What follows belongs to an exercise in optimizing a design on an open flow for small area and a short achievable clock period; a production flow would make more cautious choices.
In this exercise RTL edits were held to simulation tests only and were not proved equivalent to the original.
No activity file was given, so power comes from the tool's default toggle rates.

==> ember <==
Design vga_anim, start of the top module:
module vga_anim (
    input  wire        clk,
    input  wire        rst,           
    input  wire [15:0] script_len,    
    output wire [15:0] script_addr,   
    input  wire [47:0] script_data,   
    output wire        hsync_pin,
    output wire        vsync_pin,
    output wire [5:0]  color,
    output wire [2:0]  fault_code
);
    reg [6:0] h;
    reg [4:0] ly;
    reg [1:0] sl;
    reg       hsn;         
    reg       vsn;         
    reg       tick;        
    reg [5:0] col;         
    wire h_end     = (h == 7'd83);
    wire line_end  = (h == 7'd68);
    wire visible   = !ly[4];
    wire do_sample = visible && !h[6] && (h[1:0] == 2'd0);
    wire last_line = (ly == 5'd17) && (sl == 2'd2);
    wire [5:0] grid_rdata;
    always @(posedge clk) begin
        if (rst) begin
            h    <= 7'd69;
            ly   <= 5'd0;
            sl   <= 2'd0;
            hsn  <= 1'b1;
            vsn  <= 1'b1;
            tick <= 1'b0;
            col  <= 6'd0;
        end else begin
            h <= h_end ? 7'd0 : h + 7'd1;
            if (line_end) begin
                if (sl == 2'd2) begin
                    sl <= 2'd0;
                    ly <= (ly == 5'd17) ? 5'd0 : ly + 5'd1;
                end else begin
                    sl <= sl + 2'd1;
                end
            end
            if (h == 7'd72) hsn <= 1'b0;
            if (h == 7'd80) hsn <= 1'b1;
            if (h == 7'd0) begin
  ...
Settings: LEC_CHECK=0, CAP_MARGIN=20, CORE_MARGIN=2, CORE_UTILIZATION=40, SETUP_SLACK_MARGIN=5, SLEW_MARGIN=20; clock period 10.0 ns.
run.sh (not shown) runs the stock make flow with config.mk's settings and CLKGATE_MAP_FILE= SYNTH_SCRIPT=/design/flow/synth_recipe.tcl, a recipe that flattens the netlist after the stock synthesis.
==> inputs of cedar, as changes to ember <==
==> flow/flow/run.sh (new file) <==
#!/bin/bash
# Standard ORFS layout, with timing repair aiming below the clock period:
# repair_timing works on every path whose slack is under SETUP_SLACK_MARGIN.
set -euo pipefail
bash standard.sh SETUP_SLACK_MARGIN=5.5 finish > standard.log 2>&1
==> flow/standard.sh (new file) <==
#!/bin/bash
# synth_recipe.tcl (not shown) runs the flow's synth.tcl, then flattens the netlist and writes it again
# the make line also repeats each setting of config.mk as NAME=value (left out here)
make -C /OpenROAD-flow-scripts/flow DESIGN_CONFIG=/design/flow/config.mk WORK_HOME=/design/flow/orfs CLKGATE_MAP_FILE= SYNTH_SCRIPT=/design/flow/synth_recipe.tcl "${@:-finish}"
Settings changed: SETUP_SLACK_MARGIN 5 to not set.
removed: flow/run.sh
==> inputs of garnet, as changes to ember <==
==> flow/flow/run.sh (new file) <==
#!/bin/bash
# Standard ORFS layout (the standard.sh, unchanged synthesis) with:
#  - timing repair aiming below the clock period (repair_timing works on every
#    path whose slack is under SETUP_SLACK_MARGIN),
#  - plain buf_1 port buffers (repair resizes them where timing needs it),
#  - larger clock-tree sink clusters (fewer leaf clock buffers).
set -euo pipefail
bash standard.sh \
  SETUP_SLACK_MARGIN=5.5 \
  "BUFFER_PORTS_ARGS=-buffer_cell sky130_fd_sc_hd__buf_1" \
  CTS_CLUSTER_SIZE=25 CTS_CLUSTER_DIAMETER=90 \
  finish > standard.log 2>&1
==> flow/standard.sh (new file) <==
#!/bin/bash
# synth_recipe.tcl (not shown) runs the flow's synth.tcl, then flattens the netlist and writes it again
# the make line also repeats each setting of config.mk as NAME=value (left out here)
make -C /OpenROAD-flow-scripts/flow DESIGN_CONFIG=/design/flow/config.mk WORK_HOME=/design/flow/orfs CLKGATE_MAP_FILE= SYNTH_SCRIPT=/design/flow/synth_recipe.tcl "${@:-finish}"
Settings changed: CORE_UTILIZATION 40 to 45, SETUP_SLACK_MARGIN 5 to not set.
removed: flow/run.sh
==> summary.txt <==
- cedar finished with timing, DRC and antenna clean. garnet ran to the end with no violations. ember ran to the end with no violations.
- Cell area, lowest first: garnet, ember, cedar.
- Against garnet, the total power of ember is larger by 20%.
- Of garnet and ember, ember has the higher critical path depth (gap 8).
- In flip-flop and latch count, garnet and cedar do not differ.
- Between cedar and garnet, the lower clock power is in garnet (gap about 65%, measured against garnet).
- The lowest register-to-register slack belongs to ember, the highest to cedar.
- In cedar the global-route usage is higher than in ember, by 0.33 points.
- Sequential power is about the same in garnet and cedar.
- Clock-buffer cell count is the same in ember and cedar.
- The highest clock skew belongs to garnet, the lowest to cedar.
==> figures <==
                                                                                      cedar                    ember                     garnet
DRC marker count from the first detailed-route iteration                                 6950                     6701                       7157
Fmax                                                                                0.214 GHz                0.198 GHz                  0.215 GHz
Number of diodes                                                                            6                        5                          2
Clock slew seen by the registers of the worst setup and hold paths                      60 ps                    60 ps                     100 ps
H-tree levels                                                                               4                        4                          3
Placed instance count                                                                    6097                     6097                       5919
Crit path DAT                                                                         2670 ps                  5700 ps                    2660 ps
Worst setup path category                                           input port to output port             flop to flop  input port to output port
ClkCell Share                                                                           7.03%                    7.07%                      3.09%
Met3 wire len                                                                   27700 microns            25900 microns              28500 microns
Pin count of the biggest net entering global routing                                      185                      185                        202
Crit Reg-Reg Endpoint                                                     col[1]$_SDFFE_PP0P_      col[5]$_SDFFE_PP0P_        col[3]$_SDFFE_PP0P_
Placed Area                                                                       67600 sq um              67600 sq um                66800 sq um
Combinational fraction of design power                                                   3.8%                     3.8%                       4.4%
Post-CTS Setup Repair Bufs                                                                  7                        1                          8
Non-clk buf share                                                                       3.04%                    2.73%                      2.45%
Capturing element type of the critical path                                       output port                     flop                output port
Wire length of the first global-routing pass                                   302000 microns           299000 microns             298000 microns
Number of tap cells inserted                                                             2072                     2072                       1890
Fraction of standard cell area in multi-input logic                                     20.3%                    20.1%                      21.3%
Run status                                                            complete, no violations  complete, no violations    complete, no violations
Nature of the critical path startpoint                                             input port                     flop                 input port

==> inputs of v39 <==
vga_anim, a different RTL version from the one above (not shown whole).
clock: 10.0 ns
lec_check: 0
cap_margin: 20
core_margin: 2
core_utilization: 50
slew_margin: 20
synth_hierarchical: 1
synth_minimum_keep_size: 0
standard.sh (not shown) runs the stock make flow with config.mk's settings and CLKGATE_MAP_FILE= SYNTH_SCRIPT=/design/flow/synth_recipe.tcl, a recipe that flattens the netlist after the stock synthesis.
==> flow/flow/run.sh <==
#!/bin/bash
# Standard ORFS layout (the standard.sh, unchanged synthesis) with:
#  - timing repair aiming below the clock period (repair_timing works on every
#    path whose slack is under SETUP_SLACK_MARGIN),
#  - plain buf_1 port buffers (repair resizes them where timing needs it),
#  - larger clock-tree sink clusters (fewer leaf clock buffers).
set -euo pipefail
bash standard.sh \
  SETUP_SLACK_MARGIN=5.5 \
  "BUFFER_PORTS_ARGS=-buffer_cell sky130_fd_sc_hd__buf_1" \
  CTS_CLUSTER_SIZE=25 CTS_CLUSTER_DIAMETER=90 \
  finish > standard.log 2>&1
==> v22 (differences from v39) <==
==> flow/design.v (replaced) <==
module vga_anim (
    input  wire        clk,
    input  wire        rst,           
    input  wire [15:0] script_len,    
    output wire [15:0] script_addr,   
    input  wire [47:0] script_data,   
    output wire        hsync_pin,
    output wire        vsync_pin,
    output wire [5:0]  color,
    output wire [2:0]  fault_code
);
    reg [6:0] h;
    reg [4:0] ly;
    reg [1:0] sl;
    reg       hsn;         
    reg       vsn;         
    reg       tick;        
    reg [5:0] col;         
    wire h_end     = (h == 7'd83);
    wire line_end  = (h == 7'd68);
    wire visible   = !ly[4];
    wire do_sample = visible && !h[6] && (h[1:0] == 2'd0);
    wire last_line = (ly == 5'd17) && (sl == 2'd2);
    wire [5:0] grid_rdata;
    always @(posedge clk) begin
        if (rst) begin
            h    <= 7'd69;
            ly   <= 5'd0;
            sl   <= 2'd0;
            hsn  <= 1'b1;
            vsn  <= 1'b1;
            tick <= 1'b0;
            col  <= 6'd0;
        end else begin
            h <= h_end ? 7'd0 : h + 7'd1;
            if (line_end) begin
                if (sl == 2'd2) begin
                    sl <= 2'd0;
                    ly <= (ly == 5'd17) ? 5'd0 : ly + 5'd1;
                end else begin
                    sl <= sl + 2'd1;
                end
            end
            if (h == 7'd72) hsn <= 1'b0;
            if (h == 7'd80) hsn <= 1'b1;
            if (h == 7'd0) begin
                if (ly == 5'd16 && sl == 2'd2) vsn <= 1'b0;    
                if (ly == 5'd17 && sl == 2'd1) vsn <= 1'b1;    
            end
            tick <= (h == 7'd67) && last_line;
            if (do_sample)
                col <= grid_rdata;
            else if (h == 7'd64)
                col <= 6'd0;
        end
    end
    assign hsync_pin = rst | hsn;
    assign vsync_pin = rst | vsn;
    assign color     = rst ? 6'd0 : col;
    localparam F_NONE         = 3'd0;
    localparam F_RECT_X_ORDER = 3'd1;
    localparam F_RECT_Y_ORDER = 3'd2;
    localparam F_RECT_X_RANGE = 3'd3;
    localparam F_RECT_Y_RANGE = 3'd4;
    localparam F_TICK_OVERRUN = 3'd5;
    reg        paint;      
    reg        fault;      
    reg [15:0] idx;        
    reg [15:0] sa;         
    reg [7:0]  wr;
    reg [1:0]  off;        
    reg [3:0]  px, py, rx1, rx2, ry2;
    reg [5:0]  rcol;
    reg [2:0]  fcode;
    wire [16:0] sa_inc = {1'b0, sa} + 17'd1;
    wire [15:0] sa_nxt = (sa_inc >= {1'b0, script_len}) ? 16'd0 : sa_inc[15:0];
    wire        n_end  = (sa == 16'd0);
    assign script_addr = rst ? 16'd0 : sa;
    wire [7:0] s_x1   = script_data[7:0];
    wire [7:0] s_y1   = script_data[15:8];
    wire [7:0] s_x2   = script_data[23:16];
    wire [7:0] s_y2   = script_data[31:24];
    wire [5:0] s_col  = script_data[37:32];
    wire [7:0] s_wait = script_data[47:40];
    wire [2:0] x2_hi = {1'b0, s_x2[3:2]} + {1'b0, off};
    wire       x_out = (s_x2[7:4] != 4'd0) || x2_hi[2];
    wire [2:0] ld_fault = (s_x1 > s_x2)           ? F_RECT_X_ORDER :
                          (s_y1 > s_y2)           ? F_RECT_Y_ORDER :
                          x_out                   ? F_RECT_X_RANGE :
                          (s_y2[7:4] != 4'd0)     ? F_RECT_Y_RANGE : F_NONE;
    wire       ld_ok = (ld_fault == F_NONE);
    wire [3:0] ld_x1 = {s_x1[3:2] + off, s_x1[1:0]};
    wire [3:0] ld_x2 = {s_x2[3:2] + off, s_x2[1:0]};
    wire row_last  = (px == rx2);
    wire rect_last = row_last && (py == ry2);
    wire chain     = !n_end && (s_wait == 8'd0);
    wire idle      = !paint && !fault;
    wire draw      = idle && tick && (wr == 8'd0);
    wire cont      = paint && !tick && rect_last && chain;
    wire do_load   = draw || cont;
    always @(posedge clk) begin
        if (rst) begin
            paint <= 1'b0;
            fault <= 1'b0;
            idx   <= 16'd0;
            sa    <= 16'd0;
            wr    <= s_wait;           
            off   <= 2'd0;
            fcode <= F_NONE;
        end else begin
            if (idle && tick && wr != 8'd0)
                wr <= wr - 8'd1;
            if (do_load) begin
                if (ld_ok) begin
                    paint <= 1'b1;
                    sa    <= sa_nxt;
                end else begin
                    paint <= 1'b0;
                    fault <= 1'b1;
                    fcode <= ld_fault;
                end
            end
            if (paint) begin
                if (tick) begin
                    paint <= 1'b0;
                    fault <= 1'b1;
                    fcode <= F_TICK_OVERRUN;
                    sa    <= idx;
                end else if (rect_last) begin
                    idx <= sa;
                    if (!chain) begin
                        wr    <= s_wait;
                        off   <= off + 2'd1;
                        paint <= 1'b0;
                    end
                end
            end
        end
    end
    always @(posedge clk) begin
        if (do_load) begin
            rx1  <= ld_x1;
            rx2  <= ld_x2;
            ry2  <= s_y2[3:0];
            rcol <= s_col;
            px   <= ld_x1;
            py   <= s_y1[3:0];
        end else if (paint && !tick) begin
            if (!row_last) begin
                px <= px + 4'd1;
            end else begin
                px <= rx1;
                py <= py + 4'd1;
            end
        end
    end
    assign fault_code = fcode;
    wire        we = paint && !tick;
    wire [15:0] rsel, csel;
    wire [5:0]  wdata = rst ? 6'd0 : rcol;
    genvar i, j;
    generate
        for (i = 0; i < 16; i = i + 1) begin : g_sel
            assign rsel[i] = rst || (we && py == i);
            assign csel[i] = rst || (px == i);
        end
    endgenerate
    wire [6*256-1:0] grid_flat;
    generate
        for (i = 0; i < 16; i = i + 1) begin : g_row
            for (j = 0; j < 16; j = j + 1) begin : g_cell
                reg [5:0] q;
                always @(posedge clk)
                    if (rsel[i] && csel[j])
                        q <= wdata;
                assign grid_flat[6*(16*i+j) +: 6] = q;
            end
        end
    endgenerate
    wire [15:0] rd_row, rd_col;
    wire [6*16-1:0] colv;
    generate
        for (i = 0; i < 16; i = i + 1) begin : g_rsel
            assign rd_row[i] = (ly[3:0] == i);
            assign rd_col[i] = (h[5:2] == i);
        end
        for (j = 0; j < 16; j = j + 1) begin : g_col
            reg [5:0] acc;
            integer r;
            always @* begin
                acc = 6'd0;
                for (r = 0; r < 16; r = r + 1)
                    acc = acc | ({6{rd_row[r]}} & grid_flat[6*(16*r+j) +: 6]);
            end
            assign colv[6*j +: 6] = acc & {6{rd_col[j]}};
        end
    endgenerate
    reg [5:0] rd_acc;
    integer c;
    always @* begin
        rd_acc = 6'd0;
        for (c = 0; c < 16; c = c + 1)
            rd_acc = rd_acc | colv[6*c +: 6];
    end
    assign grid_rdata = rd_acc;
endmodule
==> flow/run.sh (new file) <==
#!/bin/bash
# synth_recipe.tcl (not shown) runs the flow's synth.tcl, then flattens the netlist and writes it again
# the make line also repeats each setting of config.mk as NAME=value (left out here)
make -C /OpenROAD-flow-scripts/flow DESIGN_CONFIG=/design/flow/config.mk WORK_HOME=/design/flow/orfs CLKGATE_MAP_FILE= SYNTH_SCRIPT=/design/flow/synth_recipe.tcl finish
CORE_UTILIZATION = 40   (was 50)
SYNTH_HIERARCHICAL = unset   (was 1)
SYNTH_MINIMUM_KEEP_SIZE = unset   (was 0)
removed: flow/flow/run.sh
removed: flow/standard.sh
==> v18 (differences from v39) <==
--- a/flow/design.v
+++ b/flow/design.v
@@ -7,60 +7,62 @@
     output wire        hsync_pin,
     output wire        vsync_pin,
     output wire [5:0]  color,
     output wire [2:0]  fault_code
 );
     reg [6:0] h;
     reg [4:0] ly;
     reg [1:0] sl;
-    reg       hsn;         
-    reg       vsn;         
+    reg       hs;          
+    reg       vs;          
     reg       tick;        
     reg [5:0] col;         
     wire h_end     = (h == 7'd83);
     wire line_end  = (h == 7'd68);
     wire visible   = !ly[4];
     wire do_sample = visible && !h[6] && (h[1:0] == 2'd0);
     wire last_line = (ly == 5'd17) && (sl == 2'd2);
     wire [5:0] grid_rdata;
     always @(posedge clk) begin
         if (rst) begin
             h    <= 7'd69;
             ly   <= 5'd0;
             sl   <= 2'd0;
-            hsn  <= 1'b1;
-            vsn  <= 1'b1;
+            hs   <= 1'b0;
+            vs   <= 1'b0;
             tick <= 1'b0;
             col  <= 6'd0;
         end else begin
             h <= h_end ? 7'd0 : h + 7'd1;
             if (line_end) begin
                 if (sl == 2'd2) begin
                     sl <= 2'd0;
                     ly <= (ly == 5'd17) ? 5'd0 : ly + 5'd1;
                 end else begin
                     sl <= sl + 2'd1;
                 end
             end
-            if (h == 7'd72) hsn <= 1'b0;
-            if (h == 7'd80) hsn <= 1'b1;
+            if (h == 7'd72) hs <= 1'b1;
+            if (h == 7'd80) hs <= 1'b0;
             if (h == 7'd0) begin
-                if (ly == 5'd16 && sl == 2'd2) vsn <= 1'b0;    
-                if (ly == 5'd17 && sl == 2'd1) vsn <= 1'b1;    
+                if (ly == 5'd16 && sl == 2'd2) vs <= 1'b1;     
+                if (ly == 5'd17 && sl == 2'd1) vs <= 1'b0;     
             end
             tick <= (h == 7'd67) && last_line;
             if (do_sample)
                 col <= grid_rdata;
             else if (h == 7'd64)
                 col <= 6'd0;
         end
     end
-    assign hsync_pin = rst | hsn;
-    assign vsync_pin = rst | vsn;
+    wire rst_n;
+    io_inv   u_rstn (.a(rst), .y(rst_n));
+    io_nand2 u_hs   (.a(rst_n), .b(hs), .y(hsync_pin));
+    io_nand2 u_vs   (.a(rst_n), .b(vs), .y(vsync_pin));
     assign color     = rst ? 6'd0 : col;
     localparam F_NONE         = 3'd0;
     localparam F_RECT_X_ORDER = 3'd1;
     localparam F_RECT_Y_ORDER = 3'd2;
     localparam F_RECT_X_RANGE = 3'd3;
     localparam F_RECT_Y_RANGE = 3'd4;
     localparam F_TICK_OVERRUN = 3'd5;
     reg        paint;      
@@ -238,8 +240,14 @@
     assign y = ~(a & b);
 endmodule
 module rd_nand3 (input wire a, input wire b, input wire c, output wire y);
     assign y = ~(a & b & c);
 endmodule
 module rd_nand4 (input wire a, input wire b, input wire c, input wire d, output wire y);
     assign y = ~(a & b & c & d);
 endmodule
+module io_inv (input wire a, output wire y);
+    assign y = ~a;
+endmodule
+module io_nand2 (input wire a, input wire b, output wire y);
+    assign y = ~(a & b);
+endmodule
==> flow/flow/run.sh (replaced) <==
#!/bin/bash
# Standard ORFS layout (the standard.sh, unchanged synthesis) with:
#  - timing repair aiming below the clock period (repair_timing works on every
#    path whose slack is under SETUP_SLACK_MARGIN),
#  - plain buf_1 port buffers (repair resizes them where timing needs it),
#  - larger clock-tree sink clusters (fewer leaf clock buffers),
#  - a max-fanout design rule added to the floorplan's constraints, so that
#    repair_design splits the grid's very wide data nets into smaller ones
#    (the clock period, I/O delays and loads are unchanged).
set -euo pipefail
ARGS=(
  SETUP_SLACK_MARGIN=5.5
  "BUFFER_PORTS_ARGS=-buffer_cell sky130_fd_sc_hd__buf_1"
  CTS_CLUSTER_SIZE=25 CTS_CLUSTER_DIAMETER=90
)
RES=$PWD/orfs/results/$FLOW_PLATFORM/vga_anim/base
bash standard.sh "${ARGS[@]}" floorplan > standard_floorplan.log 2>&1
echo 'set_max_fanout 80 [current_design]' >> "$RES/2_floorplan.sdc"
bash standard.sh "${ARGS[@]}" finish > standard_finish.log 2>&1
CORE_UTILIZATION = 45   (was 50)
==> flow_metrics.tcl <==
set metrics [dict create \
    synth-simple-area-share 0.06579 \
    synthAdderAreaFrac 0.01089 \
    seq_share 0.7319 \
    grt_use_total 0.2493 \
    outcome "finished clean" \
    register_area_um2 48330 \
]
the above is filed under v39

==> flow_metrics.tcl <==
set metrics [dict create \
    outcome "finished clean" \
    seq_share 0.7315 \
    synthAdderAreaFrac 0.01090 \
    synth_area_leader_cell "edfxtp_1" \
    register_area_um2 48330 \
    grt_use_total 0.2207 \
]
the above is filed under v18

==> flow_metrics.tcl <==
set metrics [dict create \
    seq_share 0.6658 \
    synth-simple-area-share 0.06354 \
    outcome "finished clean" \
    register_area_um2 48310 \
]
the above is filed under v22

==> what the ideal ports hide <==
The results above use ideal ports. As a check the final layouts listed here were re-extracted and re-timed, cells and wires unchanged. Step 1: set_driving_cell puts a clkbuf_16 on clk and a buf_2 on each other input, an assumption about the parent block. Step 2 times the ports against the registers' clock, not the clock port: input delays grow and output delays shrink by t, the midpoint of the rising clock arrivals with the driver on. Three values: no drivers, after step 1, after step 2; two values: the first two.
| run | t, ns | slack for setup (ns) | worst setup path after step 2 |
|---|---|---|---|
| ember | 0.883 | 4.946 / 4.946 / 4.682 | input to register |
| cedar | 0.879 | 5.330 / 5.248 / 4.791 | input to register |
| garnet | 0.798 | 5.344 / 5.241 / 5.130 | input to register |
| v39 | 0.762 | 5.351 / 5.310 / 5.251 | input to register |
| v22 | 0.872 | 3.963 / 3.932 / 3.932 | input to output |
| v18 | 0.772 | 5.469 / 5.429 / 5.026 | input to register |
After both steps every run listed still meets setup and hold. For cedar, which loses most, drivers alone change the setup slack by -0.082 ns; drivers and shift together by -0.539 ns.
